Background: an optimization exercise with open tools, aiming at a short achievable clock period and few clock cycles. Do not read the settings as production practice.
At most, simulation tests tie the RTL to the original design; equivalence was not proved.
Function not checked in run 1: the RTL went through the layout flow alone.
Power and IR drop assume default switching activity.

[flow/run.sh]
#!/bin/bash
# synth_recipe.tcl (not shown) runs the flow's synth.tcl, then flattens the netlist and writes it again
# the make line also repeats each setting of config.mk as NAME=value (left out here)
make -C /OpenROAD-flow-scripts/flow DESIGN_CONFIG=/design/flow/config.mk WORK_HOME=/design/flow/orfs CLKGATE_MAP_FILE= SYNTH_SCRIPT=/design/flow/synth_recipe.tcl finish
[flow/config.mk]
export PLATFORM = sky130hd
export DESIGN_NAME = sigma_codec
export DESIGN_NICKNAME = sigma_codec
export VERILOG_FILES = /design/flow/design.v
export SDC_FILE = /design/flow/constraint.sdc
export NUM_CORES = 4
export LEC_CHECK = 0
export ABC_CLOCK_PERIOD_IN_PS = 2500
export CAP_MARGIN = 20
export CORE_MARGIN = 2
export CORE_UTILIZATION = 55
export SETUP_SLACK_MARGIN = 5
export SLEW_MARGIN = 20
[flow/constraint.sdc]
create_clock -name core_clock -period 8.0 [get_ports {clk}]
set_input_delay 1.6000 -clock core_clock [delete_from_list [all_inputs] [get_ports {clk}]]
set_output_delay 1.6000 -clock core_clock [all_outputs]
set_load 0.01 [all_outputs]
[flow/design.v]
module sigma_codec (
    input  wire        clk,
    input  wire        rst,
    input  wire        start,
    input  wire [31:0] stream_len,
    output wire        busy,
    output reg         done,
    output reg  [1:0]  stop_reason,
    output reg  [31:0] final_cursor,
    output wire        mem_en,
    output wire [31:0] mem_addr,
    input  wire [7:0]  mem_rdata,
    output reg         log_valid,
    input  wire        log_ready,
    output reg  [1:0]  log_kind,
    output reg  [1:0]  log_err,
    output reg  [7:0]  log_tag,
    output reg  [31:0] log_cursor,
    output reg  [31:0] log_consumed,
    output reg  [7:0]  log_safeload,
    output reg  [7:0]  log_channel,
    output reg  [31:0] log_total_len,
    output reg  [7:0]  log_chip,
    output reg  [31:0] log_data_len,
    output reg  [15:0] log_param,
    output reg         dev_req_valid,
    input  wire        dev_req_ready,
    output reg  [7:0]  dev_req_chip,
    output reg  [15:0] dev_req_param,
    output reg  [31:0] dev_req_len,
    input  wire        dev_rsp_valid,
    input  wire [15:0] dev_rsp_len,
    output reg         dev_rd_en,
    output reg  [15:0] dev_rd_addr,
    input  wire [7:0]  dev_rd_data,
    output reg         out_valid,
    input  wire        out_ready,
    output reg  [7:0]  out_data
);
    localparam [7:0] READ_TAG  = 8'h0a;
    localparam [7:0] WRITE_TAG = 8'h09;
    localparam [7:0] RESP_TAG  = 8'h0b;
    localparam [1:0] KIND_READ    = 2'd0;
    localparam [1:0] KIND_WRITE   = 2'd1;
    localparam [1:0] KIND_UNKNOWN = 2'd2;
    localparam [1:0] KIND_ERROR   = 2'd3;
    localparam [1:0] ERR_HDR_SHORT = 2'd2;
    localparam [1:0] ERR_PAY_SHORT = 2'd3;
    localparam [1:0] STOP_END      = 2'd0;
    localparam [1:0] STOP_ERROR    = 2'd1;
    localparam [1:0] STOP_NOPROG   = 2'd2;
    localparam integer PF_N = 8;    
    integer i;
    reg        busy_q;
    reg [31:0] len_q;
    reg        fin;           
    wire       go = start && !busy_q;
    wire       done_next;
    assign busy = busy_q;
    reg        rd_on;
    reg [31:0] raddr;
    reg        a_v;           
    reg        p_v;
    reg [7:0]  p_b;
    assign mem_en   = rd_on;
    assign mem_addr = raddr;
    reg        p_hdr;         
    reg        p_wr;          
    reg [3:0]  pidx;          
    reg [31:0] f_cur, f_rem;  
    reg        t_lt12, t_lt14, t_one;    
    reg [7:0]  f_tag, f_sl, f_ch, f_chip, f_par_hi;
    reg [31:0] f_tot, f_dlen;
    reg [31:0] jt, nrem;      
    reg        n_lt12, n_lt14, n_one, n_zero;
    reg        f_ge, f_noprog, f_q, f_ok2;
    reg [1:0]  stop_code;
    reg [31:0] fin_cur;
    reg        lk_v;
    reg [1:0]  lk_kind, lk_err;
    reg [7:0]  lk_tag, lk_sl, lk_ch, lk_chip;
    reg [31:0] lk_cur, lk_cons, lk_tot, lk_dlen;
    reg [15:0] lk_par;
    wire       log_room = !lk_v;
    reg [7:0]  q_chip [0:3];
    reg [31:0] q_dlen [0:3];
    reg [15:0] q_par  [0:3];
    reg        q_q    [0:3];
    reg [2:0]  wq, dq, oq;
    wire [2:0] wq_dq = wq - dq;
    wire [2:0] wq_oq = wq - oq;
    wire       q_room = !wq_dq[2] && !wq_oq[2];
    reg        push;          
    reg [1:0]  r_kind, r_err;
    reg [7:0]  r_tag;
    reg [31:0] r_cons;
    reg        q_push;
    reg        flush;         
    reg        jump;          
    reg        junk;
    reg        next_frame;    
    reg        stop_now;
    reg [1:0]  stop_val;
    reg [31:0] stop_cur;
    reg        start_hdr;
    wire       t_rd = (p_b == READ_TAG);
    wire       t_wr = (p_b == WRITE_TAG);
    wire [15:0] r_par = {f_par_hi, p_b};
    wire       wr_err = !f_ge || !f_ok2;
    always @(*) begin
        push       = 1'b0;
        r_kind     = KIND_UNKNOWN;
        r_err      = ERR_HDR_SHORT;
        r_tag      = f_tag;
        r_cons     = (p_wr || f_ge) ? f_tot : 32'd12;
        q_push     = 1'b0;
        flush      = 1'b0;
        jump       = 1'b0;
        junk       = 1'b0;
        next_frame = 1'b0;
        stop_now   = 1'b0;
        stop_val   = STOP_END;
        stop_cur   = len_q;
        start_hdr  = 1'b0;
        if (busy_q && !fin && p_v) begin
            if (!p_hdr) begin
                r_tag  = p_b;
                r_cons = 32'd1;
                if (t_rd || t_wr) begin
                    if (t_rd ? t_lt12 : t_lt14) begin
                        if (log_room) begin
                            push     = 1'b1;
                            r_kind   = KIND_ERROR;
                            r_err    = ERR_HDR_SHORT;
                            stop_now = 1'b1;
                            stop_val = STOP_ERROR;
                            stop_cur = f_cur;
                        end else
                            flush = 1'b1;
                    end else if (log_room && (t_wr || q_room)) begin
                        start_hdr = 1'b1;
                    end else
                        flush = 1'b1;
                end else begin
                    if (log_room) begin
                        push   = 1'b1;
                        junk   = 1'b1;
                        r_kind = KIND_UNKNOWN;
                        if (t_one) stop_now = 1'b1;   
                    end else
                        flush = 1'b1;
                end
            end else begin
                if (pidx == (p_wr ? 4'd11 : 4'd9))
                    jump = 1'b1;
                if (!p_wr && pidx == 4'd11) begin
                    push   = 1'b1;
                    r_kind = KIND_READ;
                    q_push = 1'b1;
                    if (f_noprog) begin
                        stop_now = 1'b1;
                        stop_val = STOP_NOPROG;
                        stop_cur = f_cur;
                    end else if (n_zero)
                        stop_now = 1'b1;
                    else
                        next_frame = 1'b1;
                end
                if (p_wr && pidx == 4'd13) begin
                    push   = 1'b1;
                    r_kind = wr_err ? KIND_ERROR : KIND_WRITE;
                    r_err  = ERR_PAY_SHORT;
                    if (wr_err) begin
                        stop_now = 1'b1;
                        stop_val = STOP_ERROR;
                        stop_cur = f_cur;
                    end else if (f_noprog) begin
                        stop_now = 1'b1;
                        stop_val = STOP_NOPROG;
                        stop_cur = f_cur;
                    end else if (n_zero)
                        stop_now = 1'b1;
                    else
                        next_frame = 1'b1;
                end
            end
        end
    end
    reg        d_wait;        
    reg [15:0] rd_cnt;        
    reg        rd_v;          
    reg [7:0]  pf_mem [0:PF_N-1];
    reg [2:0]  pf_wp, pf_rp;
    reg [3:0]  pf_cnt;
    reg [15:0] pl_mem [0:1];  
    reg        pl_wp, pl_rp;
    reg [1:0]  pl_cnt;
    reg        o_act;
    reg [3:0]  o_h;           
    reg [15:0] o_p;           
    reg        o_pz, o_p1;    
    reg        o_q;
    reg [7:0]  sr [0:13];     
    reg        os_v;          
    reg [7:0]  os_d;
    wire       o_in_hdr = (o_h != 4'd0);
    wire       o_at_len = (o_h == 4'd12);        
    wire       o_avail  = o_act && (o_in_hdr ? (!o_at_len || pl_cnt != 2'd0) : (pf_cnt != 4'd0));
    wire       o_send   = !os_v && o_avail;
    wire [15:0] pl_head = pl_mem[pl_rp];
    wire [16:0] o_tot   = {1'b0, pl_head} + 17'd13 + {16'd0, o_q};
    wire [7:0] o_byte   = !o_in_hdr ? pf_mem[pf_rp] :
                          o_at_len  ? {7'd0, o_tot[16]} : sr[0];
    wire       o_pop    = o_send && !o_in_hdr;
    wire       o_last   = o_in_hdr ? (o_h == 4'd1 && o_pz) : o_p1;
    wire       o_load   = (wq != oq) && (!o_act || (o_send && o_last));
    wire       o_take   = o_send && o_at_len;    
    wire [1:0] oqi      = oq[1:0];
    wire       d_ans     = d_wait && dev_rsp_valid;
    wire [15:0] rd_cnt_n = d_ans ? dev_rsp_len : (rd_cnt - {15'd0, dev_rd_en});
    wire       pf_fits   = ({1'b0, pf_cnt} + {4'd0, rd_v} + {4'd0, dev_rd_en}) < PF_N;
    wire       d_idle    = !dev_req_valid && !d_wait && (rd_cnt_n == 16'd0) &&
                           (pl_cnt != 2'd2);
    wire       d_byp     = (wq == dq) && q_push;       
    wire       d_req     = d_idle && ((wq != dq) || q_push);
    wire [1:0] dqi       = dq[1:0];
    wire quiet = fin && wq == dq && wq == oq && !dev_req_valid && !d_wait &&
                 rd_cnt == 16'd0 && !dev_rd_en && !rd_v && pf_cnt == 4'd0 &&
                 pl_cnt == 2'd0 && !o_act && !os_v && !lk_v;
    assign done_next = busy_q && quiet && (!out_valid || out_ready) &&
                       (!log_valid || log_ready);
    always @(posedge clk) begin
        if (rst) begin
            busy_q        <= 1'b0;
            done          <= 1'b0;
            stop_reason   <= STOP_END;
            final_cursor  <= 32'd0;
            len_q         <= 32'd0;
            fin           <= 1'b1;
            stop_code     <= STOP_END;
            fin_cur       <= 32'd0;
            rd_on         <= 1'b0;
            raddr         <= 32'd0;
            a_v           <= 1'b0;
            p_v           <= 1'b0;
            p_hdr         <= 1'b0;
            p_wr          <= 1'b0;
            pidx          <= 4'd0;
            log_valid     <= 1'b0;
            lk_v          <= 1'b0;
            wq            <= 3'd0;
            dq            <= 3'd0;
            oq            <= 3'd0;
            dev_req_valid <= 1'b0;
            d_wait        <= 1'b0;
            rd_cnt        <= 16'd0;
            dev_rd_en     <= 1'b0;
            dev_rd_addr   <= 16'd0;
            rd_v          <= 1'b0;
            pf_wp         <= 3'd0;
            pf_rp         <= 3'd0;
            pf_cnt        <= 4'd0;
            pl_wp         <= 1'b0;
            pl_rp         <= 1'b0;
            pl_cnt        <= 2'd0;
            o_act         <= 1'b0;
            o_h           <= 4'd0;
            os_v          <= 1'b0;
            out_valid     <= 1'b0;
        end else begin
            done <= done_next;
            if (done_next) begin
                busy_q       <= 1'b0;
                stop_reason  <= stop_code;
                final_cursor <= fin_cur;
            end
            if (go) begin
                busy_q    <= 1'b1;
                len_q     <= stream_len;
                fin       <= (stream_len == 32'd0);
                stop_code <= STOP_END;
                fin_cur   <= 32'd0;
                rd_on     <= (stream_len != 32'd0);
                raddr     <= 32'd0;
                a_v       <= 1'b0;
                p_v       <= 1'b0;
                p_hdr     <= 1'b0;
                f_cur     <= 32'd0;
                f_rem     <= stream_len;
                t_lt12    <= (stream_len < 32'd12);
                t_lt14    <= (stream_len < 32'd14);
                t_one     <= (stream_len == 32'd1);
            end else begin
                if (flush)
                    raddr <= f_cur;
                else if (jump)
                    raddr <= jt;
                else
                    raddr <= raddr + 32'd1;
                a_v <= rd_on && !flush;
                p_v <= a_v && !flush;
                p_b <= mem_rdata;
                if (stop_now) begin
                    fin       <= 1'b1;
                    rd_on     <= 1'b0;
                    stop_code <= stop_val;
                    fin_cur   <= stop_cur;
                end
                if (junk) begin
                    f_cur  <= f_cur + 32'd1;
                    f_rem  <= f_rem - 32'd1;
                    t_lt12 <= (f_rem < 32'd13);
                    t_lt14 <= (f_rem < 32'd15);
                    t_one  <= (f_rem == 32'd2);
                end
                if (next_frame) begin
                    f_cur  <= jt;
                    f_rem  <= nrem;
                    t_lt12 <= n_lt12;
                    t_lt14 <= n_lt14;
                    t_one  <= n_one;
                end
                if (start_hdr) begin
                    p_hdr  <= 1'b1;
                    p_wr   <= t_wr;
                    pidx   <= 4'd1;
                    f_tag  <= p_b;
                end else if (p_v && p_hdr) begin
                    pidx <= pidx + 4'd1;
                    if (push)
                        p_hdr <= 1'b0;
                    if (p_wr) begin
                        if (pidx == 4'd1) f_sl <= p_b;
                        if (pidx == 4'd2) f_ch <= p_b;
                        if (pidx >= 4'd3 && pidx <= 4'd6) f_tot <= {f_tot[23:0], p_b};
                        if (pidx == 4'd7) f_chip <= p_b;
                        if (pidx >= 4'd8 && pidx <= 4'd11) f_dlen <= {f_dlen[23:0], p_b};
                        if (pidx == 4'd12) f_par_hi <= p_b;
                    end else begin
                        if (pidx >= 4'd1 && pidx <= 4'd4) f_tot <= {f_tot[23:0], p_b};
                        if (pidx == 4'd5) f_chip <= p_b;
                        if (pidx >= 4'd6 && pidx <= 4'd9) f_dlen <= {f_dlen[23:0], p_b};
                        if (pidx == 4'd10) f_par_hi <= p_b;
                    end
                    if (pidx == (p_wr ? 4'd7 : 4'd5)) begin
                        f_ge     <= (f_rem >= f_tot);
                        f_noprog <= (f_tot == 32'd0);
                    end
                    if (pidx == (p_wr ? 4'd8 : 4'd6)) begin
                        jt   <= f_cur + r_cons;
                        nrem <= f_rem - r_cons;
                    end
                    if (pidx == (p_wr ? 4'd9 : 4'd7)) begin
                        n_zero <= (nrem == 32'd0);
                        n_one  <= (nrem == 32'd1);
                        n_lt12 <= (nrem < 32'd12);
                        n_lt14 <= (nrem < 32'd14);
                    end
                    if (pidx == 4'd10)
                        f_q <= (f_dlen == 32'd4);
                    if (pidx == 4'd12)
                        f_ok2 <= ({1'b0, f_dlen} + 33'd14 <= {1'b0, f_rem});
                end
            end
            if (!log_valid || log_ready) begin
                if (lk_v) begin
                    log_valid     <= 1'b1;
                    log_kind      <= lk_kind;
                    log_err       <= lk_err;
                    log_tag       <= lk_tag;
                    log_cursor    <= lk_cur;
                    log_consumed  <= lk_cons;
                    log_safeload  <= lk_sl;
                    log_channel   <= lk_ch;
                    log_total_len <= lk_tot;
                    log_chip      <= lk_chip;
                    log_data_len  <= lk_dlen;
                    log_param     <= lk_par;
                    lk_v          <= 1'b0;
                end else if (push) begin
                    log_valid     <= 1'b1;
                    log_kind      <= r_kind;
                    log_err       <= r_err;
                    log_tag       <= r_tag;
                    log_cursor    <= f_cur;
                    log_consumed  <= r_cons;
                    log_safeload  <= f_sl;
                    log_channel   <= f_ch;
                    log_total_len <= f_tot;
                    log_chip      <= f_chip;
                    log_data_len  <= f_dlen;
                    log_param     <= r_par;
                end else
                    log_valid <= 1'b0;
            end else if (push) begin
                lk_v    <= 1'b1;
                lk_kind <= r_kind;
                lk_err  <= r_err;
                lk_tag  <= r_tag;
                lk_cur  <= f_cur;
                lk_cons <= r_cons;
                lk_sl   <= f_sl;
                lk_ch   <= f_ch;
                lk_tot  <= f_tot;
                lk_chip <= f_chip;
                lk_dlen <= f_dlen;
                lk_par  <= r_par;
            end
            if (q_push) begin
                q_chip[wq[1:0]] <= f_chip;
                q_dlen[wq[1:0]] <= f_dlen;
                q_par[wq[1:0]]  <= r_par;
                q_q[wq[1:0]]    <= f_q;
                wq              <= wq + 3'd1;
            end
            if (d_req) begin
                dev_req_valid <= 1'b1;
                dq            <= dq + 3'd1;
                if (d_byp) begin
                    dev_req_chip  <= f_chip;
                    dev_req_len   <= f_dlen;
                    dev_req_param <= r_par;
                end else begin
                    dev_req_chip  <= q_chip[dqi];
                    dev_req_len   <= q_dlen[dqi];
                    dev_req_param <= q_par[dqi];
                end
            end else if (dev_req_valid && dev_req_ready) begin
                dev_req_valid <= 1'b0;
                d_wait        <= 1'b1;
            end
            if (d_ans)
                d_wait <= 1'b0;
            rd_cnt      <= rd_cnt_n;
            dev_rd_en   <= (rd_cnt_n != 16'd0) && pf_fits;
            dev_rd_addr <= d_ans ? 16'd0 : dev_rd_addr + {15'd0, dev_rd_en};
            rd_v        <= dev_rd_en;
            if (d_ans) begin
                pl_mem[pl_wp] <= dev_rsp_len;
                pl_wp         <= ~pl_wp;
            end
            if (o_take)
                pl_rp <= ~pl_rp;
            pl_cnt <= pl_cnt + {1'b0, d_ans} - {1'b0, o_take};
            if (rd_v) begin
                pf_mem[pf_wp] <= dev_rd_data;
                pf_wp         <= pf_wp + 3'd1;
            end
            if (o_pop)
                pf_rp <= pf_rp + 3'd1;
            pf_cnt <= pf_cnt + {3'd0, rd_v} - {3'd0, o_pop};
            if (o_load) begin
                oq     <= oq + 3'd1;
                o_act  <= 1'b1;
                o_h    <= 4'd14;
                o_q    <= q_q[oqi];
                sr[0]  <= RESP_TAG;
                sr[1]  <= 8'h00;
                sr[2]  <= 8'h00;
                sr[3]  <= 8'h00;
                sr[4]  <= 8'h00;
                sr[5]  <= q_chip[oqi];
                sr[6]  <= q_dlen[oqi][31:24];
                sr[7]  <= q_dlen[oqi][23:16];
                sr[8]  <= q_dlen[oqi][15:8];
                sr[9]  <= q_dlen[oqi][7:0];
                sr[10] <= q_par[oqi][15:8];
                sr[11] <= q_par[oqi][7:0];
                sr[12] <= 8'h00;
                sr[13] <= 8'h00;
            end else if (o_send) begin
                if (o_last)
                    o_act <= 1'b0;
                if (o_in_hdr) begin
                    o_h <= o_h - 4'd1;
                    for (i = 0; i < 13; i = i + 1)
                        sr[i] <= sr[i+1];
                    sr[13] <= 8'h00;
                    if (o_at_len) begin
                        sr[0] <= o_tot[15:8];
                        sr[1] <= o_tot[7:0];
                        o_p   <= pl_head;
                        o_pz  <= (pl_head == 16'd0);
                        o_p1  <= (pl_head == 16'd1);
                    end
                end else begin
                    o_p  <= o_p - 16'd1;
                    o_pz <= o_p1;
                    o_p1 <= (o_p == 16'd2);
                end
            end
            if (!out_valid || out_ready) begin
                if (os_v) begin
                    out_valid <= 1'b1;
                    out_data  <= os_d;
                    os_v      <= 1'b0;
                end else if (o_send) begin
                    out_valid <= 1'b1;
                    out_data  <= o_byte;
                end else
                    out_valid <= 1'b0;
            end else if (o_send) begin
                os_v <= 1'b1;
                os_d <= o_byte;
            end
        end
    end
endmodule
==> results of run 1 <==
==> routing by layer <==
metal  up-vias  share of wire  track usage
met2      2038           0.47        0.518
met5         -       0.000070            0
met1     20792           0.40        0.438
li1      18501              -            -
met3       381          0.083       0.0554
met4         2          0.043        0.131
==> worst max-delay path: cells and delay by family, from the launching register on <==
family          cells  cell delay, ns
simple gates        7            1.40
buf+inv             3            0.35
compound gates      4            0.76
xor+xnor            1            0.15
flops               1            0.32
fa+ha+maj           1            0.28
==> repair_timing <==
item / 4_1_cts / 5_1_grt
pin swaps: 128 / 98
buffers inserted: 142 / 83
cloned: 26 / 11
setup endpoints to repair: 1751 / 1088
hold endpoints to repair: 0 / 0
resized for setup: 1596 / 225
==> cells by family after synthesis <==
kind of cell | Yosys count | share of synthesized area
buffers and inverters | 376 | 0.0242
XOR/XNOR | 223 | 0.0325
AO/OA/AOI/OAI | 714 | 0.0718
adder cells (fa/ha/maj) | 173 | 0.0364
AND/OR/NAND/NOR | 1419 | 0.109
multiplexers | 372 | 0.0927
flip-flops | 1340 | 0.634
other | 1 | 0.0000625
==> cell usage in the layout, fill, tap and decap left out, types with 32 or more instances in the layout <==
master / instances
clkdlybuf4s15_1: 37
nor2_1: 279
clkbuf_1: 32
nand2_1: 578
xnor2_1: 125
clkdlybuf4s50_1: 64
nor3_1: 45
ha_4: 42
buf_4: 207
buf_2: 179
mux2_2: 183
mux4_2: 129
a211oi_1: 78
dfxtp_1: 146
inv_1: 140
edfxtp_1: 1120
nand3_1: 82
buf_6: 49
clkdlybuf4s15_2: 77
ha_1: 127
clkbuf_2: 34
dfxtp_2: 43
a21oi_1: 231
nand4_1: 50
xor2_1: 92
nor4_1: 51
and3_1: 43
clkbuf_16: 154
o211ai_1: 42
mux2i_1: 57
a21o_1: 44
o21ai_0: 154
==> power breakdown <==
group / total [W] / internal (W) / switching, W
clock: 0.00669 / 0.00386 / 0.00284
sequential: 0.00789 / 0.00771 / 0.000179
combinational: 0.00178 / 0.000764 / 0.00102
total: 0.0164 / 0.0123 / 0.00403
==> layout make-up <==
class,count,area [um2]
flip-flops and latches,1340,38200
diodes,1,2.50
repair inverters,2,12.5
clock buffers,181,3810
multi-input cells,2908,22700
well taps,1414,1770
fillers,7773,33900
clock inverters,82,870
inverters,163,639
repair buffers,715,6620
==> sequential cells by signal (all words and copies together), names as in the netlist, 64 cells and up, named ones only <==
register / cells
q_par: 64
pf_mem: 64
q_dlen: 128
sr: 96
==> stage by stage <==
step / cell area [um2] / hold slack (ns) / setup WS, ns / utilization / cells
floorplan: 60200 / 0.422 / 1.40 / - / 4618
global placement: 65700 / 0.435 / 2.51 / 0.605 / 6280
detailed placement: 65700 / 0.436 / 2.49 / 0.605 / 6280
CTS: 73300 / 0.451 / 4.68 / 0.675 / 6711
global route: 74700 / 0.466 / 4.42 / 0.688 / 6805
finish: 74700 / 0.448 / 4.46 / 0.688 / 6806
==> worst paths after layout <==
kind,depth (start not counted),endpoint,startpoint
max,16,jt[30]$_DFFE_PP_,fin$_SDFFE_PP1P_
min,0,lk_sl[7]$_DFFE_PP_,f_sl[7]$_DFFE_PP_
max reg2reg,16,jt[30]$_DFFE_PP_,fin$_SDFFE_PP1P_
min reg2reg,0,lk_sl[7]$_DFFE_PP_,f_sl[7]$_DFFE_PP_
==> flow_metrics.py, run 1 <==
metrics = {
    "global_routing": {
        "track_usage": 0.323,
        "grt-ovfl-total": 0,
        "grt_pass1_wl_um": 265000,
        "antenna_found_initial": 5,
        "grt_max_degree": 99,
        "grt_pass1_vias": 39622,
    },
    "routing": {
        "wl_per_cell_um": 27.3,
        "ant_nets": 0,
        "viasPerCell": 6.13,
        "drc_errors": 0,
        "first_pass_iters": 6,
        "wl_um": 186000,
        "drtIter0Drc": 4288,
        "vias": 41714,
    },
    "cts": {
        "cts_sinks": 1340,
        "clk_path_buf_depth": 3,
        "cts-htree-levels": 4,
        "cts-root-buf": "clkbuf_16",
        "cts_tree": "done",
        "cts-buffers-inserted": 142,
        "clk_pin_slew_ns": 0.06,
        "worstSkewPairLatency_ns": 0.77,
        "cts_hold_buf": 0,
    },
    "sta": {
        "slew_viol_final": 0,
        "finClkSkew_ns": 0.0345,
        "rsz0062_at_grt": "yes",
        "worst_pin_slew_ns": 1.02,
        "final-hold-violation-count": 0,
        "slew_headroom": 0.311,
        "clock.fmax_mhz": 282,
        "setup_viol": 0,
        "finalCriticalPeriod_ns": 3.54,
        "tns_ns": 0,
        "post-route-period-util": 0.443,
    },
    "synthesis": {
        "synth_edf_count": 1120,
        "synth_seq_cells": 1340,
        "synth_top_area_frac": 0.560,
        "synth_area_leaders": "edfxtp_1 (56%), dfxtp_1 (7.3%), mux4_2 (4.8%), nand2_1 (3.8%), ha_1 (3.5%)",
        "synth_cells": 4618,
        "synthTopCellsByCount": "edfxtp_1 (1120), nand2_1 (610), nor2_1 (303)",
        "synth_most_common_cell": "edfxtp_1",
        "synth_nets": 4862,
        "ys_seq_area_frac": 0.634,
        "async_reset_ff_frac": 0,
        "synth_area_leader_cell": "edfxtp_1",
        "synth_area_um2": 60000,
        "synth_warnings": 2,
        "ys.flop_type": "edfxtp_1",
        "syn_avg_cell_area_um2": 13.0,
        "synth_cell_types": 77,
    },
    "floorplanning": {
        "coreArea_um2": 109000,
        "die_h_um": 334,
        "pin_count": 404,
        "std_cell_rows": 121,
        "dieWidth_um": 334,
        "start_util": 0.553,
        "dieArea_um2": 112000,
    },
    "outcome": {
        "status": "complete, no violations",
    },
    "critical_path": {
        "cp-start-kind": "flip-flop",
        "slowest_delay_ns": 0.51,
        "crit_path_frequent_cell": "nor2_4",
        "rrSetupSlack_ns": 4.46,
        "cp.required_ns": 8.53,
        "crit_chain": "nand3b_1, nor2_4, nor2_4, buf_12, buf_4, nand2_4, inv_4, ha_4, nand4_1, or4_1, nand2_2, o31ai_4, a31oi_4, a21bo_2, a41oi_2, xnor2_1",
        "worstPathArrival_ns": 4.07,
        "cp_max_fo": 6,
        "cpMaxStageDelayCell": "or4_1",
        "end_kind": "flip-flop",
        "critical_path_class": "reg2reg",
    },
    "power_and_ir_drop": {
        "p_total_w": 0.0164,
        "leakage_nw": 26.1,
        "vdd_ir_drop_max_uv": 192,
        "power_density_nw_per_um2": 219,
    },
    "placement": {
        "portBuffers": 402,
        "gp_congestion": 0.883,
        "dp.final_hpwl_um": 115000,
    },
    "flow_run": {
        "maxCapViolations": 0,
    },
    "worst_hold_path": {
        "hp-class": "reg2reg",
    },
    "final_layout": {
        "nNetsFinal": 5516,
        "syn2layout_area_growth_pct": 24.4,
        "drive_gt1_frac": 0.284,
    },
}
==> run 2: changes to the inputs <==
--- a/flow/design.v
+++ b/flow/design.v
@@ -72,7 +72,11 @@
     reg [7:0]  f_tag, f_sl, f_ch, f_chip, f_par_hi;
     reg [31:0] f_tot, f_dlen;
-    reg [31:0] jt, nrem;      
+    reg [31:0] s_tot, s_12, d_tot, d_12;
+    wire       k_tot = p_wr || f_ge;    
+    wire [31:0] jt   = k_tot ? s_tot : s_12;    
+    wire [31:0] nrem = k_tot ? d_tot : d_12;    
     reg        n_lt12, n_lt14, n_one, n_zero;
     reg        f_ge, f_noprog, f_q, f_ok2;
+    reg [31:0] r14;
     reg [1:0]  stop_code;
     reg [31:0] fin_cur;
@@ -104,8 +108,8 @@
     reg [31:0] stop_cur;
     reg        start_hdr;
-    wire       t_rd = (p_b == READ_TAG);
-    wire       t_wr = (p_b == WRITE_TAG);
+    reg        t_rd, t_wr;    
     wire [15:0] r_par = {f_par_hi, p_b};
     wire       wr_err = !f_ge || !f_ok2;
+    wire [31:0] f_cons = k_tot ? f_tot : 32'd12;
     always @(*) begin
         push       = 1'b0;
@@ -113,5 +117,5 @@
         r_err      = ERR_HDR_SHORT;
         r_tag      = f_tag;
-        r_cons     = (p_wr || f_ge) ? f_tot : 32'd12;
+        r_cons     = f_cons;
         q_push     = 1'b0;
         flush      = 1'b0;
@@ -151,5 +155,8 @@
                         flush = 1'b1;
                 end
-            end else begin
+            end
+        end
+        if (busy_q && p_hdr) begin
+            begin
                 if (pidx == (p_wr ? 4'd11 : 4'd9))
                     jump = 1'b1;
@@ -187,4 +194,19 @@
         end
     end
+    always @(posedge clk) begin
+        f_ge     <= (f_rem >= f_tot);
+        f_noprog <= (f_tot == 32'd0);
+        s_tot    <= f_cur + f_tot;
+        s_12     <= f_cur + 32'd12;
+        d_tot    <= f_rem - f_tot;
+        d_12     <= f_rem - 32'd12;
+        n_zero   <= (nrem == 32'd0);
+        n_one    <= (nrem == 32'd1);
+        n_lt12   <= (nrem < 32'd12);
+        n_lt14   <= (nrem < 32'd14);
+        f_q      <= (f_dlen == 32'd4);
+        r14      <= f_rem - 32'd14;
+        f_ok2    <= (f_dlen <= r14);
+    end
     reg        d_wait;        
     reg [15:0] rd_cnt;        
@@ -220,5 +242,6 @@
     wire [15:0] rd_cnt_n = d_ans ? dev_rsp_len : (rd_cnt - {15'd0, dev_rd_en});
     wire       pf_fits   = ({1'b0, pf_cnt} + {4'd0, rd_v} + {4'd0, dev_rd_en}) < PF_N;
-    wire       d_idle    = !dev_req_valid && !d_wait && (rd_cnt_n == 16'd0) &&
+    wire       rd_last   = (rd_cnt == 16'd0) || (rd_cnt == 16'd1 && dev_rd_en);
+    wire       d_idle    = !dev_req_valid && !d_wait && rd_last &&
                            (pl_cnt != 2'd2);
     wire       d_byp     = (wq == dq) && q_push;       
@@ -301,4 +324,6 @@
                 p_v <= a_v && !flush;
                 p_b <= mem_rdata;
+                t_rd <= (mem_rdata == READ_TAG);
+                t_wr <= (mem_rdata == WRITE_TAG);
                 if (stop_now) begin
                     fin       <= 1'b1;
@@ -326,5 +351,5 @@
                     pidx   <= 4'd1;
                     f_tag  <= p_b;
-                end else if (p_v && p_hdr) begin
+                end else if (p_hdr) begin
                     pidx <= pidx + 4'd1;
                     if (push)
@@ -343,22 +368,4 @@
                         if (pidx == 4'd10) f_par_hi <= p_b;
                     end
-                    if (pidx == (p_wr ? 4'd7 : 4'd5)) begin
-                        f_ge     <= (f_rem >= f_tot);
-                        f_noprog <= (f_tot == 32'd0);
-                    end
-                    if (pidx == (p_wr ? 4'd8 : 4'd6)) begin
-                        jt   <= f_cur + r_cons;
-                        nrem <= f_rem - r_cons;
-                    end
-                    if (pidx == (p_wr ? 4'd9 : 4'd7)) begin
-                        n_zero <= (nrem == 32'd0);
-                        n_one  <= (nrem == 32'd1);
-                        n_lt12 <= (nrem < 32'd12);
-                        n_lt14 <= (nrem < 32'd14);
-                    end
-                    if (pidx == 4'd10)
-                        f_q <= (f_dlen == 32'd4);
-                    if (pidx == 4'd12)
-                        f_ok2 <= ({1'b0, f_dlen} + 33'd14 <= {1'b0, f_rem});
                 end
             end
==> run 2 against run 1 <==
Effect of this change: maximum frequency is 10% higher; area after synthesis is 3.3% higher; setup slack better by 0.33 ns; sequential power is 6.2% higher; first-iteration DRC count is 2.4% higher; core utilization is 2.7 points lower; global-route usage is 1.7 points lower; routed wire length is 3.3% lower; count of clock-buffer cells in the layout is 24 higher; combinational power is 9.6% lower; die area is 3.3% higher; critical endpoint is now f_rem[31]$_DFFE_PP_.
==> flow_metrics.py, run 2 <==
metrics = {
    "routing": {
        "drtIter0Drc": 4393,
        "ant_nets": 0,
        "viasPerCell": 5.92,
        "first_pass_iters": 8,
        "drc_errors": 0,
        "wl_um": 180000,
        "wl_per_cell_um": 25.9,
        "vias": 41102,
    },
    "cts": {
        "cts-htree-levels": 4,
        "clk_pin_slew_ns": 0.06,
        "cts-root-buf": "clkbuf_16",
        "clk_path_buf_depth": 3,
        "worstSkewPairLatency_ns": 0.76,
        "cts_tree": "done",
        "cts_sinks": 1437,
        "cts-buffers-inserted": 150,
    },
    "sta": {
        "setup_viol": 0,
        "slew_viol_final": 0,
        "finClkSkew_ns": 0.0266,
        "clock.fmax_mhz": 312,
        "tns_ns": 0,
        "rsz0062_at_grt": "yes",
        "slew_headroom": 0.332,
        "worst_pin_slew_ns": 1.00,
        "finalCriticalPeriod_ns": 3.21,
        "final-hold-violation-count": 0,
        "post-route-period-util": 0.401,
    },
    "critical_path": {
        "cp_max_fo": 7,
        "crit_buf_inv": 0,
        "critical_path_class": "reg2reg",
        "crit_chain": "nor3_4, nand2b_4, or3_4, or3_4, or3_4, or3_4, nor4_4, xor2_1, o21ai_2, o21ai_2",
        "worstSetupPathDepth": 10,
        "cpMaxStageDelayCell": "edfxtp_1",
        "slowest_delay_ns": 0.47,
        "crit_path_frequent_cell": "or3_4",
        "r2r-end": "f_rem[31]$_DFFE_PP_",
        "cp.required_ns": 8.49,
        "worstPathArrival_ns": 3.70,
        "worstReg2RegStart": "f_rem[5]$_DFFE_PP_",
        "cp-start-kind": "flip-flop",
        "end_kind": "flip-flop",
        "rrSetupSlack_ns": 4.79,
        "path_delay_family": "simple AND/OR/NAND/NOR gates",
        "ff2ff_path_depth": 10,
    },
    "floorplanning": {
        "dieArea_um2": 115000,
        "pin_count": 404,
        "dieWidth_um": 340,
        "start_util": 0.553,
        "die_h_um": 340,
        "std_cell_rows": 123,
        "coreArea_um2": 112000,
    },
    "synthesis": {
        "synth_most_common_cell": "edfxtp_1",
        "synth_nets": 5007,
        "synth_seq_cells": 1437,
        "yosys.area_share.simple": 0.103,
        "synth_edf_count": 1050,
        "synth_area_leader_cell": "edfxtp_1",
        "synthTopCellsByCount": "edfxtp_1 (1050), nand2_1 (653), dfxtp_1 (387)",
        "synth_cell_types": 77,
        "synth_xor_area_frac": 0.0428,
        "synth_compound_area_frac": 0.0647,
        "synth_top_area_frac": 0.508,
        "yosys.area_share.adder": 0.0302,
        "synth_area_um2": 62000,
        "synth_warnings": 2,
        "synth_top_family_by_area": "simple AND/OR/NAND/NOR gates",
        "ys.flop_type": "edfxtp_1",
        "syn_avg_cell_area_um2": 13.0,
        "synth_cells": 4788,
        "ys_seq_area_frac": 0.633,
        "synth_area_leaders": "edfxtp_1 (51%), dfxtp_1 (12%), mux4_2 (4.7%), nand2_1 (4.0%), mux2_2 (3.9%)",
        "synth_mux_area_frac": 0.102,
        "async_reset_ff_frac": 0,
    },
    "global_routing": {
        "grt_pass1_vias": 39955,
        "track_usage": 0.306,
        "grt_pass1_wl_um": 262000,
        "antenna_found_initial": 5,
        "grt-ovfl-total": 0,
        "grt_max_degree": 74,
    },
    "placement": {
        "dp.final_hpwl_um": 117000,
        "gp_congestion": 1.00,
        "portBuffers": 402,
    },
    "power_and_ir_drop": {
        "p_total_w": 0.0167,
        "leakage_nw": 26.2,
        "vdd_ir_drop_max_uv": 178,
        "power_density_nw_per_um2": 226,
    },
    "final_layout": {
        "syn2layout_area_growth_pct": 19.5,
        "drive_gt1_frac": 0.239,
        "nNetsFinal": 5535,
        "final_common_cell": "edfxtp_1",
        "largest_reg_flops": 128,
        "final_cell_mix": "edfxtp_1 (1050), nand2_1 (648), dfxtp_1 (312), nor2_1 (274), a21oi_1 (225)",
        "fin_util": 0.661,
        "fill_cells": 8359,
    },
    "worst_hold_path": {
        "min_to": "lk_sl[0]$_DFFE_PP_",
        "hp-start": "f_sl[0]$_DFFE_PP_",
        "hp-class": "reg2reg",
        "hold_depth": 0,
    },
    "flow_run": {
        "maxCapViolations": 0,
    },
    "outcome": {
        "status": "complete, no violations",
    },
}
run 2: cell types whose count changed after synthesis, moves of 25 or more:
| cell | previous run | this run |
|---|---|---|
| a21oi_1 | 260 | 235 |
| inv_1 | 162 | 126 |
| nand2_1 | 610 | 653 |
| dfxtp_1 | 220 | 387 |
| mux2i_1 | 60 | 100 |
| xnor2_1 | 131 | 188 |
| clkbuf_1 | 171 | 212 |
| ha_1 | 170 | 145 |
| edfxtp_1 | 1120 | 1050 |
| mux2_2 | 183 | 215 |
run 2: cell type report:
class                           instances  area (um2)  share of cell area
Inverter                              127         499             0.00674
Timing Repair Buffer                  628        5340              0.0720
Antenna cell                            1        2.50           0.0000338
Clock buffer                          205        4190              0.0565
Tap cell                             1500        1880              0.0253
Clock inverter                         73         568             0.00766
Sequential cell                      1437       39500               0.532
Multi-Input combinational cell       2972       22200               0.299
run 2: report_power, final:
group	switching (W)	internal, W
Combinational	0.000949	0.000663
Clock	0.00288	0.00387
Sequential	0.000180	0.00820
run 2: per-layer routing:
layer  global-route usage  routed length (um)
met4                0.118                6930
met1                0.427               75100
met2                0.483               83800
met3               0.0516               13800
met5                    0                   0
run 2: repair_timing:
action                                   CTS  global route
gates resized for setup                 1314           124
endpoints found under the hold margin      0             0
pin swaps                                 34            33
gates cloned                              15             2
setup buffers                            114            38
endpoints found under the setup margin  1558           972
hold buffers                               0             0
run 2: cells by family after synthesis:
kind of cell             after synthesis
AO/OA/AOI/OAI                        663
XOR/XNOR                             303
adder cells (fa/ha/maj)              148
buffers and inverters                387
flip-flops                          1437
multiplexers                         444
other                                  1
AND/OR/NAND/NOR                     1405
run 2: worst max-delay path by stage:
stage,start,end
3_5_place_dp,o_h[0]$_SDFFE_PN0P_,sr[5][4]$_DFFE_PP_
4_1_cts,f_rem[5]$_DFFE_PP_,f_rem[31]$_DFFE_PP_
2_1_floorplan,rst,lk_ch[0]$_DFFE_PP_
3_3_place_gp,o_h[0]$_SDFFE_PN0P_,sr[7][0]$_DFFE_PP_
5_1_grt,f_rem[1]$_DFFE_PP_,f_rem[31]$_DFFE_PP_
6_report,f_rem[5]$_DFFE_PP_,f_rem[31]$_DFFE_PP_
run 2: worst reg2reg max path, delay by kind of cell, from the launching register on:
family	cells	cell delay, ns
AND/OR/NAND/NOR	7	2.11
XOR/XNOR	1	0.12
AO/OA/AOI/OAI	2	0.24
flip-flops	1	0.47
run 2: through the flow:
| stage | area (um2) | hold WS (ns) | instances | setup slack [ns] |
|---|---|---|---|---|
| final | 74100 | 0.446 | 6943 | 4.79 |
| after global routing | 74100 | 0.469 | 6942 | 4.71 |
| after CTS | 73700 | 0.444 | 6901 | 4.83 |
| after detailed placement | 67700 | 0.432 | 6494 | 3.04 |
| after global placement | 67700 | 0.425 | 6493 | 3.12 |
| after floorplan | 62200 | 0.398 | 4788 | 1.16 |
Testbench counts of run 2, summed over its fixed seeds: cycles 30,175.
==> run 3: changes to the inputs <==
--- a/flow/design.v
+++ b/flow/design.v
@@ -61,6 +61,9 @@
     reg [31:0] raddr;
     reg        a_v;           
+    reg [31:0] a_addr, a_rem;
     reg        p_v;
     reg [7:0]  p_b;
+    reg [31:0] p_addr, p_rem;           
+    reg        p_lt12, p_lt14, p_one;   
     assign mem_en   = rd_on;
     assign mem_addr = raddr;
@@ -69,5 +72,4 @@
     reg [3:0]  pidx;          
     reg [31:0] f_cur, f_rem;  
-    reg        t_lt12, t_lt14, t_one;    
     reg [7:0]  f_tag, f_sl, f_ch, f_chip, f_par_hi;
     reg [31:0] f_tot, f_dlen;
@@ -76,5 +78,5 @@
     wire [31:0] jt   = k_tot ? s_tot : s_12;    
     wire [31:0] nrem = k_tot ? d_tot : d_12;    
-    reg        n_lt12, n_lt14, n_one, n_zero;
+    reg        n_zero;
     reg        f_ge, f_noprog, f_q, f_ok2;
     reg [31:0] r14;
@@ -98,10 +100,8 @@
     reg [1:0]  r_kind, r_err;
     reg [7:0]  r_tag;
-    reg [31:0] r_cons;
+    reg [31:0] r_cons, r_cur;
     reg        q_push;
     reg        flush;         
     reg        jump;          
-    reg        junk;
-    reg        next_frame;    
     reg        stop_now;
     reg [1:0]  stop_val;
@@ -118,9 +118,8 @@
         r_tag      = f_tag;
         r_cons     = f_cons;
+        r_cur      = f_cur;
         q_push     = 1'b0;
         flush      = 1'b0;
         jump       = 1'b0;
-        junk       = 1'b0;
-        next_frame = 1'b0;
         stop_now   = 1'b0;
         stop_val   = STOP_END;
@@ -131,6 +130,7 @@
                 r_tag  = p_b;
                 r_cons = 32'd1;
+                r_cur  = p_addr;
                 if (t_rd || t_wr) begin
-                    if (t_rd ? t_lt12 : t_lt14) begin
+                    if (t_rd ? p_lt12 : p_lt14) begin
                         if (log_room) begin
                             push     = 1'b1;
@@ -139,5 +139,5 @@
                             stop_now = 1'b1;
                             stop_val = STOP_ERROR;
-                            stop_cur = f_cur;
+                            stop_cur = p_addr;
                         end else
                             flush = 1'b1;
@@ -149,7 +149,6 @@
                     if (log_room) begin
                         push   = 1'b1;
-                        junk   = 1'b1;
                         r_kind = KIND_UNKNOWN;
-                        if (t_one) stop_now = 1'b1;   
+                        if (p_one) stop_now = 1'b1;   
                     end else
                         flush = 1'b1;
@@ -171,6 +170,4 @@
                     end else if (n_zero)
                         stop_now = 1'b1;
-                    else
-                        next_frame = 1'b1;
                 end
                 if (p_wr && pidx == 4'd13) begin
@@ -188,6 +185,4 @@
                     end else if (n_zero)
                         stop_now = 1'b1;
-                    else
-                        next_frame = 1'b1;
                 end
             end
@@ -195,4 +190,14 @@
     end
     always @(posedge clk) begin
+        a_addr   <= raddr;
+        a_rem    <= len_q - raddr;
+        p_addr   <= a_addr;
+        p_rem    <= a_rem;
+        p_lt12   <= (a_rem < 32'd12);
+        p_lt14   <= (a_rem < 32'd14);
+        p_one    <= (a_rem == 32'd1);
+        p_b      <= mem_rdata;
+        t_rd     <= (mem_rdata == READ_TAG);
+        t_wr     <= (mem_rdata == WRITE_TAG);
         f_ge     <= (f_rem >= f_tot);
         f_noprog <= (f_tot == 32'd0);
@@ -202,7 +207,4 @@
         d_12     <= f_rem - 32'd12;
         n_zero   <= (nrem == 32'd0);
-        n_one    <= (nrem == 32'd1);
-        n_lt12   <= (nrem < 32'd12);
-        n_lt14   <= (nrem < 32'd14);
         f_q      <= (f_dlen == 32'd4);
         r14      <= f_rem - 32'd14;
@@ -220,4 +222,7 @@
     reg        o_act;
     reg [3:0]  o_h;           
+    reg        o_in_hdr;      
+    reg        o_at_len;      
+    reg        o_h1;          
     reg [15:0] o_p;           
     reg        o_pz, o_p1;    
@@ -226,6 +231,4 @@
     reg        os_v;          
     reg [7:0]  os_d;
-    wire       o_in_hdr = (o_h != 4'd0);
-    wire       o_at_len = (o_h == 4'd12);        
     wire       o_avail  = o_act && (o_in_hdr ? (!o_at_len || pl_cnt != 2'd0) : (pf_cnt != 4'd0));
     wire       o_send   = !os_v && o_avail;
@@ -235,5 +238,5 @@
                           o_at_len  ? {7'd0, o_tot[16]} : sr[0];
     wire       o_pop    = o_send && !o_in_hdr;
-    wire       o_last   = o_in_hdr ? (o_h == 4'd1 && o_pz) : o_p1;
+    wire       o_last   = o_in_hdr ? (o_h1 && o_pz) : o_p1;
     wire       o_load   = (wq != oq) && (!o_act || (o_send && o_last));
     wire       o_take   = o_send && o_at_len;    
@@ -271,4 +274,19 @@
             pidx          <= 4'd0;
             log_valid     <= 1'b0;
+            log_kind      <= KIND_READ;
+            log_err       <= 2'd0;
+            log_tag       <= 8'd0;
+            log_cursor    <= 32'd0;
+            log_consumed  <= 32'd0;
+            log_safeload  <= 8'd0;
+            log_channel   <= 8'd0;
+            log_total_len <= 32'd0;
+            log_chip      <= 8'd0;
+            log_data_len  <= 32'd0;
+            log_param     <= 16'd0;
+            dev_req_chip  <= 8'd0;
+            dev_req_param <= 16'd0;
+            dev_req_len   <= 32'd0;
+            out_data      <= 8'd0;
             lk_v          <= 1'b0;
             wq            <= 3'd0;
@@ -289,4 +307,7 @@
             o_act         <= 1'b0;
             o_h           <= 4'd0;
+            o_in_hdr      <= 1'b0;
+            o_at_len      <= 1'b0;
+            o_h1          <= 1'b0;
             os_v          <= 1'b0;
             out_valid     <= 1'b0;
@@ -309,21 +330,13 @@
                 p_v       <= 1'b0;
                 p_hdr     <= 1'b0;
-                f_cur     <= 32'd0;
-                f_rem     <= stream_len;
-                t_lt12    <= (stream_len < 32'd12);
-                t_lt14    <= (stream_len < 32'd14);
-                t_one     <= (stream_len == 32'd1);
             end else begin
                 if (flush)
-                    raddr <= f_cur;
+                    raddr <= p_addr;
                 else if (jump)
                     raddr <= jt;
                 else
                     raddr <= raddr + 32'd1;
-                a_v <= rd_on && !flush;
-                p_v <= a_v && !flush;
-                p_b <= mem_rdata;
-                t_rd <= (mem_rdata == READ_TAG);
-                t_wr <= (mem_rdata == WRITE_TAG);
+                a_v    <= rd_on && !flush;
+                p_v    <= a_v && !flush;
                 if (stop_now) begin
                     fin       <= 1'b1;
@@ -332,18 +345,4 @@
                     fin_cur   <= stop_cur;
                 end
-                if (junk) begin
-                    f_cur  <= f_cur + 32'd1;
-                    f_rem  <= f_rem - 32'd1;
-                    t_lt12 <= (f_rem < 32'd13);
-                    t_lt14 <= (f_rem < 32'd15);
-                    t_one  <= (f_rem == 32'd2);
-                end
-                if (next_frame) begin
-                    f_cur  <= jt;
-                    f_rem  <= nrem;
-                    t_lt12 <= n_lt12;
-                    t_lt14 <= n_lt14;
-                    t_one  <= n_one;
-                end
                 if (start_hdr) begin
                     p_hdr  <= 1'b1;
@@ -351,4 +350,6 @@
                     pidx   <= 4'd1;
                     f_tag  <= p_b;
+                    f_cur  <= p_addr;
+                    f_rem  <= p_rem;
                 end else if (p_hdr) begin
                     pidx <= pidx + 4'd1;
@@ -390,5 +391,5 @@
                     log_err       <= r_err;
                     log_tag       <= r_tag;
-                    log_cursor    <= f_cur;
+                    log_cursor    <= r_cur;
                     log_consumed  <= r_cons;
                     log_safeload  <= f_sl;
@@ -405,5 +406,5 @@
                 lk_err  <= r_err;
                 lk_tag  <= r_tag;
-                lk_cur  <= f_cur;
+                lk_cur  <= r_cur;
                 lk_cons <= r_cons;
                 lk_sl   <= f_sl;
@@ -460,5 +461,8 @@
                 oq     <= oq + 3'd1;
                 o_act  <= 1'b1;
-                o_h    <= 4'd14;
+                o_h      <= 4'd14;
+                o_in_hdr <= 1'b1;
+                o_at_len <= 1'b0;
+                o_h1     <= 1'b0;
                 o_q    <= q_q[oqi];
                 sr[0]  <= RESP_TAG;
@@ -480,5 +484,8 @@
                     o_act <= 1'b0;
                 if (o_in_hdr) begin
-                    o_h <= o_h - 4'd1;
+                    o_h      <= o_h - 4'd1;
+                    o_in_hdr <= (o_h != 4'd1);
+                    o_at_len <= (o_h == 4'd13);
+                    o_h1     <= (o_h == 4'd2);
                     for (i = 0; i < 13; i = i + 1)
                         sr[i] <= sr[i+1];
==> run 3 against run 2 <==
Effect of this change: hold slack worse by 0.12 ns; clock skew up 0.0039 ns; core utilization grew 0.43 points; die area is 4.3% higher; design area up 4.5%; sequential share of layout area down 2.2 points; via count grew 7.5%; sequential power increased by 5.7%; sequential cell count increased by 129; routed wire length grew 4.1%.
==> flow_metrics.py, run 3 <==
metrics = {
    "synthesis": {
        "async_reset_ff_frac": 0,
        "synth_area_um2": 64700,
        "synth_most_common_cell": "edfxtp_1",
        "synth_top_area_frac": 0.368,
        "synth_edf_count": 794,
        "synthTopCellsByCount": "edfxtp_1 (794), dfxtp_1 (772), nand2_1 (578)",
        "synth_cell_types": 88,
        "synth_warnings": 2,
        "synth_cells": 5405,
        "synth_area_leader_cell": "edfxtp_1",
        "ys_seq_area_frac": 0.607,
        "syn_avg_cell_area_um2": 12.0,
        "ys.flop_type": "edfxtp_1",
        "synth_area_leaders": "edfxtp_1 (37%), dfxtp_1 (24%), mux4_2 (4.5%), mux2i_1 (4.1%), nand2_1 (3.4%)",
        "synth_nets": 5647,
        "synth_seq_cells": 1566,
    },
    "worst_hold_path": {
        "hp-start": "a_addr[10]$_DFF_P_",
        "min_to": "p_addr[10]$_DFF_P_",
        "hp-class": "reg2reg",
        "hold_depth": 0,
    },
    "sta": {
        "tns_ns": 0,
        "finalCriticalPeriod_ns": 3.17,
        "final-hold-violation-count": 0,
        "post-route-period-util": 0.396,
        "slew_headroom": 0.174,
        "worst_pin_slew_ns": 1.23,
        "whs_ns": 0.325,
        "finClkSkew_ns": 0.0305,
        "slew_viol_final": 0,
        "clock.fmax_mhz": 315,
        "setup_viol": 0,
        "rsz0062_at_grt": "yes",
    },
    "floorplanning": {
        "dieArea_um2": 120000,
        "pin_count": 404,
        "dieWidth_um": 347,
        "die_h_um": 347,
        "start_util": 0.556,
        "coreArea_um2": 117000,
        "std_cell_rows": 125,
    },
    "critical_path": {
        "worstPathArrival_ns": 3.81,
        "cp-start-kind": "flip-flop",
        "worstReg2RegStart": "f_tot[1]$_DFFE_PP_",
        "ff2ff_path_depth": 13,
        "cp_max_fo": 5,
        "critical_path_class": "reg2reg",
        "r2r-end": "f_ge$_DFF_P_",
        "rrSetupSlack_ns": 4.83,
        "end_kind": "flip-flop",
        "cp.required_ns": 8.64,
    },
    "routing": {
        "vias": 44177,
        "ant_nets": 0,
        "first_pass_iters": 6,
        "viasPerCell": 5.88,
        "wl_um": 187000,
        "drtIter0Drc": 3567,
        "drc_errors": 0,
        "wl_per_cell_um": 24.9,
    },
    "final_layout": {
        "fill_cells": 8916,
        "final_cell_mix": "edfxtp_1 (794), dfxtp_1 (639), nand2_1 (576), nor2_1 (484), a21oi_1 (296)",
        "nNetsFinal": 6092,
        "final_common_cell": "edfxtp_1",
        "n_antenna_cell": 0,
        "largest_reg_flops": 128,
        "syn2layout_area_growth_pct": 19.7,
        "drive_gt1_frac": 0.182,
    },
    "placement": {
        "gp_congestion": 0.920,
        "dp.final_hpwl_um": 123000,
        "portBuffers": 403,
    },
    "cts": {
        "cts-root-buf": "clkbuf_16",
        "clk_path_buf_depth": 3,
        "cts-buffers-inserted": 159,
        "cts_tree": "done",
        "cts-htree-levels": 4,
        "cts_sinks": 1566,
        "clk_pin_slew_ns": 0.06,
        "worstSkewPairLatency_ns": 0.78,
    },
    "global_routing": {
        "grt-ovfl-total": 0,
        "antenna_found_initial": 4,
        "grt_pass1_wl_um": 271000,
        "track_usage": 0.300,
        "grt_pass1_vias": 42156,
        "grt_max_degree": 106,
    },
    "power_and_ir_drop": {
        "leakage_nw": 26.8,
        "vdd_ir_drop_max_uv": 230,
        "power_density_nw_per_um2": 234,
    },
    "flow_run": {
        "maxCapViolations": 0,
    },
    "outcome": {
        "status": "complete, no violations",
    },
}
## run 3: cell count changes in the layout (fill, tap and decap cells not counted), sizes merged, moves of 75 or more
cell and delta:
o21ai -75, buf -176, nand2 -77, clkdlybuf4s15 +100, dfxtp +385, a211oi +170, mux2 -175, nor2 +210
a21oi +77, edfxtp -256, mux2i +167
## run 3: cells by family (layout without fill, tap and decap cells)
group,Yosys count,in the layout,synth area share
simple gates,1628,1632,0.114
compound gates,887,887,0.0892
buf+inv,456,1034,0.0274
mux,436,436,0.0931
fa+ha+maj,171,171,0.0335
xor+xnor,261,261,0.0353
flops,1566,1566,0.607
## run 3: per-stage QoR
stage                     instances  utilization  setup slack [ns]  cell area (um2)  total power, W
final                          7511        0.665              4.83            77500          0.0181
after global routing           7511        0.665              4.76            77500          0.0187
after floorplan                5405            -              1.02            64900         0.00991
after detailed placement       7115        0.603              3.45            70300          0.0104
after CTS                      7477        0.660              4.87            76900          0.0182
after global placement         7115        0.603              3.51            70300          0.0104
## run 3: metal layers
metal | share of wire | global-route usage | routed length [um] | vias to the layer above
met1 | 0.41 | 0.396 | 77500 | 21935
met2 | 0.50 | 0.506 | 92900 | 1371
met5 | 0.00013 | 0 | 24 | -
met4 | 0.032 | 0.102 | 5920 | 4
li1 | - | - | - | 20567
met3 | 0.058 | 0.0486 | 10800 | 300
## run 3: how the worst max path moves through the flow
stage                        from                   end  slack [ns]  depth (start not counted)
6_report       f_tot[1]$_DFFE_PP_          f_ge$_DFF_P_        4.83                         13
5_1_grt        f_tot[1]$_DFFE_PP_          f_ge$_DFF_P_        4.76                         13
4_1_cts        f_tot[1]$_DFFE_PP_          f_ge$_DFF_P_        4.87                         13
3_5_place_dp                start   f_chip[2]$_DFFE_PP_        3.45                          5
3_3_place_gp                  rst  lk_cons[9]$_DFFE_PP_        3.51                          5
2_1_floorplan                 rst    lk_ch[0]$_DFFE_PP_        1.02                          4
## run 3: cell type report
cell class	count	area, um2	share of cell area
inverters	174	661	0.00853
clock buffers	221	4630	0.0598
flip-flops and latches	1566	39600	0.511
repair buffers	562	5410	0.0699
multi-input cells	3387	24400	0.315
well taps	1524	1910	0.0246
clock inverters	77	926	0.0119
## run 3: power breakdown
part	switching, W	leakage (nW)	internal (W)
logic	0.000861	10.6	0.000564
clock network	0.00317	2.73	0.00465
registers	0.000176	13.5	0.00868
## run 3: critical path: stages, from the launching register on
cell       delay, ns
edfxtp_1        0.52
buf_6           0.15
buf_6           0.10
buf_6           0.10
fa_2            0.23
nor2b_4         0.06
o31ai_4         0.32
a21oi_4         0.11
a221o_2         0.39
a31oi_4         0.21
nor3_4          0.07
a2111oi_4       0.37
a21oi_2         0.10
a211o_1         0.30
## run 3: timing repair
action	4_1_cts	5_1_grt
pin swaps	23	37
resized for setup	1152	156
endpoints found under the hold margin	0	0
setup buffers	53	26
setup endpoints to repair	1369	790
cloned	11	7
hold buffers	0	0
Testbench counts of run 3, summed over its fixed seeds: cycles 30,175.
==> run 4: changes to the inputs <==
--- a/flow/design.v
+++ b/flow/design.v
@@ -61,5 +61,9 @@
     reg [31:0] raddr;
     reg        a_v;           
-    reg [31:0] a_addr, a_rem;
+    reg [31:0] a_addr;
+    reg [16:0] a_lo;          
+    reg [15:0] a_h0, a_h1;    
+    wire [15:0] a_hi = a_lo[16] ? a_h1 : a_h0;
+    wire        a_hz = (a_hi == 16'd0);
     reg        p_v;
     reg [7:0]  p_b;
@@ -75,4 +79,5 @@
     reg [31:0] f_tot, f_dlen;
     reg [31:0] s_tot, s_12, d_tot, d_12;
+    reg [16:0] s_tot_lo, s_12_lo, d_tot_lo, d_12_lo;
     wire       k_tot = p_wr || f_ge;    
     wire [31:0] jt   = k_tot ? s_tot : s_12;    
@@ -80,4 +85,5 @@
     reg        n_zero;
     reg        f_ge, f_noprog, f_q, f_ok2;
+    reg        g_hi_gt, g_hi_eq, g_lo_ge;
     reg [31:0] r14;
     reg [1:0]  stop_code;
@@ -191,19 +197,28 @@
     always @(posedge clk) begin
         a_addr   <= raddr;
-        a_rem    <= len_q - raddr;
+        a_lo     <= {1'b0, len_q[15:0]} - {1'b0, raddr[15:0]};
+        a_h0     <= len_q[31:16] - raddr[31:16];
+        a_h1     <= len_q[31:16] + ~raddr[31:16];
         p_addr   <= a_addr;
-        p_rem    <= a_rem;
-        p_lt12   <= (a_rem < 32'd12);
-        p_lt14   <= (a_rem < 32'd14);
-        p_one    <= (a_rem == 32'd1);
+        p_rem    <= {a_hi, a_lo[15:0]};
+        p_lt12   <= a_hz && (a_lo[15:0] < 16'd12);
+        p_lt14   <= a_hz && (a_lo[15:0] < 16'd14);
+        p_one    <= a_hz && (a_lo[15:0] == 16'd1);
         p_b      <= mem_rdata;
         t_rd     <= (mem_rdata == READ_TAG);
         t_wr     <= (mem_rdata == WRITE_TAG);
-        f_ge     <= (f_rem >= f_tot);
+        g_hi_gt  <= (f_rem[31:16] > f_tot[31:16]);
+        g_hi_eq  <= (f_rem[31:16] == f_tot[31:16]);
+        g_lo_ge  <= (f_rem[15:0] >= f_tot[15:0]);
+        f_ge     <= g_hi_gt || (g_hi_eq && g_lo_ge);
         f_noprog <= (f_tot == 32'd0);
-        s_tot    <= f_cur + f_tot;
-        s_12     <= f_cur + 32'd12;
-        d_tot    <= f_rem - f_tot;
-        d_12     <= f_rem - 32'd12;
+        s_tot_lo <= {1'b0, f_cur[15:0]} + {1'b0, f_tot[15:0]};
+        s_12_lo  <= {1'b0, f_cur[15:0]} + 17'd12;
+        d_tot_lo <= {1'b0, f_rem[15:0]} + {1'b0, ~f_tot[15:0]} + 17'd1;
+        d_12_lo  <= {1'b0, f_rem[15:0]} + 17'h0fff4;
+        s_tot    <= {f_cur[31:16] + f_tot[31:16] + {15'd0, s_tot_lo[16]}, s_tot_lo[15:0]};
+        s_12     <= {f_cur[31:16] + {15'd0, s_12_lo[16]}, s_12_lo[15:0]};
+        d_tot    <= {f_rem[31:16] + ~f_tot[31:16] + {15'd0, d_tot_lo[16]}, d_tot_lo[15:0]};
+        d_12     <= {f_rem[31:16] + 16'hffff + {15'd0, d_12_lo[16]}, d_12_lo[15:0]};
         n_zero   <= (nrem == 32'd0);
         f_q      <= (f_dlen == 32'd4);
==> flow/flow/run.sh (new file) <==
#!/bin/bash
set -euo pipefail
bash standard.sh SETUP_SLACK_MARGIN=5.5 finish > standard.log 2>&1
==> flow/standard.sh (new file) <==
#!/bin/bash
# synth_recipe.tcl (not shown) runs the flow's synth.tcl, then flattens the netlist and writes it again
# the make line also repeats each setting of config.mk as NAME=value (left out here)
make -C /OpenROAD-flow-scripts/flow DESIGN_CONFIG=/design/flow/config.mk WORK_HOME=/design/flow/orfs CLKGATE_MAP_FILE= SYNTH_SCRIPT=/design/flow/synth_recipe.tcl "${@:-finish}"
--- a/flow/config.mk
+++ b/flow/config.mk
@@ -6,8 +6,8 @@
 export NUM_CORES = 4
 export LEC_CHECK = 0
-export ABC_CLOCK_PERIOD_IN_PS = 2500
 export CAP_MARGIN = 20
 export CORE_MARGIN = 2
-export CORE_UTILIZATION = 55
-export SETUP_SLACK_MARGIN = 5
+export CORE_UTILIZATION = 70
+export CTS_CLUSTER_DIAMETER = 60
+export CTS_CLUSTER_SIZE = 25
 export SLEW_MARGIN = 20
removed: flow/run.sh
==> run 4 against run 3 <==
Effect of this change: synthesized cell count rose by 4.3%; sequential power rose by 5.5%; area after synthesis rose by 3.8%; critical path depth fell by 12; count of clock-buffer cells in the layout fell by 105; global-route usage rose by 13 points; still clean on timing, DRC and antenna; sequential cell count rose by 88; largest cell class unchanged; setup slack improved by 0.23 ns; sequential share of layout area fell by 1.9 points; hold slack got worse by 0.0065 ns; combinational power rose by 36%; core utilization rose by 23 points.
==> flow_metrics.py, run 4 <==
metrics = {
    "routing": {
        "met3_length_um": 37400,
        "vias": 55784,
        "viasPerCell": 7.19,
        "dr_wl_met2_um": 112000,
        "topRoutingLayerUsed": "met5",
        "drtIter0Drc": 9837,
        "wl_um": 257000,
        "wl_met1_um": 80200,
        "first_pass_iters": 13,
        "drc_errors": 0,
        "wl_per_cell_um": 33.1,
        "ant_nets": 0,
    },
    "power_and_ir_drop": {
        "switching_power_w": 0.00478,
        "power.internal_w": 0.0126,
        "switching_share": 0.275,
        "vdd_ir_drop_max_uv": 260,
        "p_comb_frac": 0.112,
        "power_density_nw_per_um2": 205,
        "leakage_nw": 31.2,
        "pwr-share-seq": 0.537,
        "power_frac_clock": 0.351,
    },
    "floorplanning": {
        "coreArea_um2": 95000,
        "std_cell_rows": 113,
        "dieWidth_um": 314,
        "die_h_um": 314,
        "pin_count": 404,
        "start_util": 0.707,
        "dieArea_um2": 98500,
    },
    "critical_path": {
        "path_delay_family": "flip-flops",
        "cpMaxStageDelayCell": "dfxtp_4",
        "worstPathArrival_ns": 1.34,
        "critical_path_class": "reg2out",
        "end_kind": "output pin",
        "slowest_delay_ns": 0.44,
        "crit_chain": "buf_6",
        "cp.required_ns": 6.40,
        "cp-start-kind": "flip-flop",
        "cp_max_fo": 2,
        "crit_buf_inv": 1,
    },
    "global_routing": {
        "antenna_found_initial": 15,
        "grt_max_degree": 96,
        "grt-ovfl-total": 0,
        "grt_pass1_wl_um": 312000,
        "track_usage": 0.427,
        "grt_pass1_vias": 49121,
    },
    "synthesis": {
        "synth_nets": 5891,
        "synth_edf_count": 794,
        "synth_warnings": 2,
        "async_reset_ff_frac": 0,
        "synth_mux_area_frac": 0.0877,
        "synth_xor_area_frac": 0.0364,
        "ys.flop_type": "dfxtp_1",
        "synth_area_leader_cell": "edfxtp_1",
        "yosys.area_share.adder": 0.0350,
        "syn_avg_cell_area_um2": 11.9,
        "synth_top_area_frac": 0.355,
        "synth_top_family_by_area": "simple AND/OR/NAND/NOR gates",
        "synth_area_leaders": "edfxtp_1 (35%), dfxtp_1 (26%), mux4_2 (4.3%), mux2i_1 (4.1%), nand2_1 (4.0%)",
        "ys_seq_area_frac": 0.611,
        "synth_cells": 5638,
        "synth_most_common_cell": "dfxtp_1",
        "yosys.area_share.simple": 0.117,
        "synth_area_um2": 67200,
        "synthTopCellsByCount": "dfxtp_1 (860), edfxtp_1 (794), nand2_1 (720)",
        "synth_seq_cells": 1654,
        "synth_cell_types": 87,
        "synth_compound_area_frac": 0.0834,
    },
    "cts": {
        "cts_sinks": 1654,
        "cts_hold_buf": 0,
        "clk_pin_slew_ns": 0.10,
        "cts_tree": "done",
        "clk_path_buf_depth": 3,
        "cts-root-buf": "clkbuf_16",
        "worstSkewPairLatency_ns": 0.78,
        "cts-htree-levels": 3,
        "cts-buffers-inserted": 104,
    },
    "sta": {
        "final-hold-violation-count": 0,
        "clock.fmax_mhz": 341,
        "finClkSkew_ns": 0.0507,
        "slew_headroom": 0.0207,
        "post-route-period-util": 0.367,
        "rsz0062_at_grt": "yes",
        "worst_slack_ns": 5.06,
        "whs_ns": 0.319,
        "slew_viol_final": 0,
        "finalCriticalPeriod_ns": 2.94,
        "setup_viol": 0,
        "tns_ns": 0,
        "worst_pin_slew_ns": 1.47,
    },
    "final_layout": {
        "final_cell_mix": "edfxtp_1 (794), nand2_1 (704), dfxtp_1 (501), nor2_1 (397), buf_6 (372)",
        "nNetsFinal": 6644,
        "finalInstanceArea_um2": 84800,
        "largest_reg_flops": 128,
        "drive_gt1_frac": 0.293,
        "syn2layout_area_growth_pct": 26.2,
        "final_common_cell": "edfxtp_1",
    },
    "outcome": {
        "status": "complete, no violations",
    },
    "worst_hold_path": {
        "hp-class": "reg2reg",
    },
    "placement": {
        "portBuffers": 403,
        "dp.final_hpwl_um": 125000,
        "post-place-ws_ns": 3.52,
        "placed_area_um2": 72300,
        "gp_congestion": 0.979,
    },
    "flow_run": {
        "maxCapViolations": 0,
    },
}
run 4: changes by cell type after synthesis, sizes merged, moves of 13 or more:
cell,before,now
a211oi,249,189
a21oi,312,256
a311oi,2,30
and2,34,47
clkbuf,202,221
dfxtp,772,860
inv,174,195
mux2,40,21
nand2,578,720
nand2b,70,35
nor2,493,413
nor2b,32,70
o21ai,94,190
run 4: cell type report:
type                       instances  area, um2
multi-input combinational       3499      26000
timing repair buffer             936      11000
tap                             1265       1580
inverter                         195        754
clock inverter                    82       1050
fill                            3650      10200
sequential                      1654      41700
timing repair inverter             1       6.26
clock buffer                     116       2670
antenna                           11       27.5
run 4: worst paths after layout:
| kind | endpoint | cells past startpoint | slack, ns | start |
|---|---|---|---|---|
| worst max-delay path | log_consumed[25] | 1 | 5.06 | log_consumed[25]$_SDFFE_PP0P_ |
| worst min-delay path | p_addr[12]$_DFF_P_ | 0 | 0.32 | a_addr[12]$_DFF_P_ |
| worst max register to register | log_tag[3]$_SDFFE_PP0P_ | 11 | 5.16 | busy_q$_SDFFE_PP0P_ |
| worst min register to register | p_addr[12]$_DFF_P_ | 0 | 0.32 | a_addr[12]$_DFF_P_ |
run 4: metal layers:
layer,global-route usage,up-vias
met5,0,-
met4,0.254,16
met3,0.0959,1879
met2,0.678,5762
met1,0.543,26283
li1,-,21844
run 4: metrics by stage:
step           cells  power (W)   util
2_1_floorplan   5638     0.0104      -
3_3_place_gp    7070     0.0109  0.761
3_5_place_dp    7071     0.0109  0.761
4_1_cts         7523     0.0169  0.852
5_1_grt         7748     0.0177  0.893
6_report        7759     0.0174  0.893
run 4: cell families after synthesis:
group	after synthesis
adders and majority gates	182
xor gates and xnor gates	279
buffers and inverters	497
DFF	1654
muxes	425
and+or+nand+nor	1721
AOI/OAI and AO/OA	880
run 4: timing repair:
action	in CTS	in global routing
resized for setup	2390	314
buffers inserted	204	166
pin swaps	53	124
setup endpoints to repair	1628	1167
cloned	50	59
run 4: power groups by stage:
stage	Sequential (W)	Combinational [W]	Clock [W]
finish	0.00935	0.00194	0.00612
global route	0.00936	0.00201	0.00635
CTS	0.00932	0.00159	0.00596
detailed placement	0.00954	0.00138	0
global placement	0.00953	0.00135	0
floorplan	0.00944	0.00100	0
Testbench counts of run 4, summed over its fixed seeds: cycles 30,175.

-- separate check: timing with driven ports --
In the flow no input, the clock included, has a driving cell. The finished layouts below were timed again as built, in two steps. Step 1 assumes that a clkbuf_16 drives the clock port and a buf_2 every other input. Step 2 adds t to the input delays and takes it off the output delays; t is the mean of the earliest and latest rising clock arrival at the registers after step 1. Input paths then give back, and output paths get back, about the clock's delay inside the block. Slacks: no drivers / after step 1 / after step 2; pairs: no drivers / after step 1.
run | t (ns) | slack for setup (ns) | hold WS [ns] | clock arrival spread, ns
run 1 | 0.834 | 4.457 / 4.457 / 3.795 | 0.448 / 0.448 / 0.448 | 0.035 / 0.034
run 2 | 0.829 | 4.792 / 4.792 / 4.278 | 0.446 / 0.446 / 0.446 | 0.029 / 0.029
run 3 | 0.837 | 4.830 / 4.830 / 4.031 | 0.325 / 0.325 / 0.325 | 0.030 / 0.031
run 4 | 0.836 | 5.065 / 4.986 / 4.482 | 0.319 / 0.319 / 0.319 | 0.053 / 0.053
After both steps setup and hold are still met in every run listed. For run 3, which loses most, drivers alone change the setup slack by 0.000 ns; drivers and shift together by -0.799 ns.
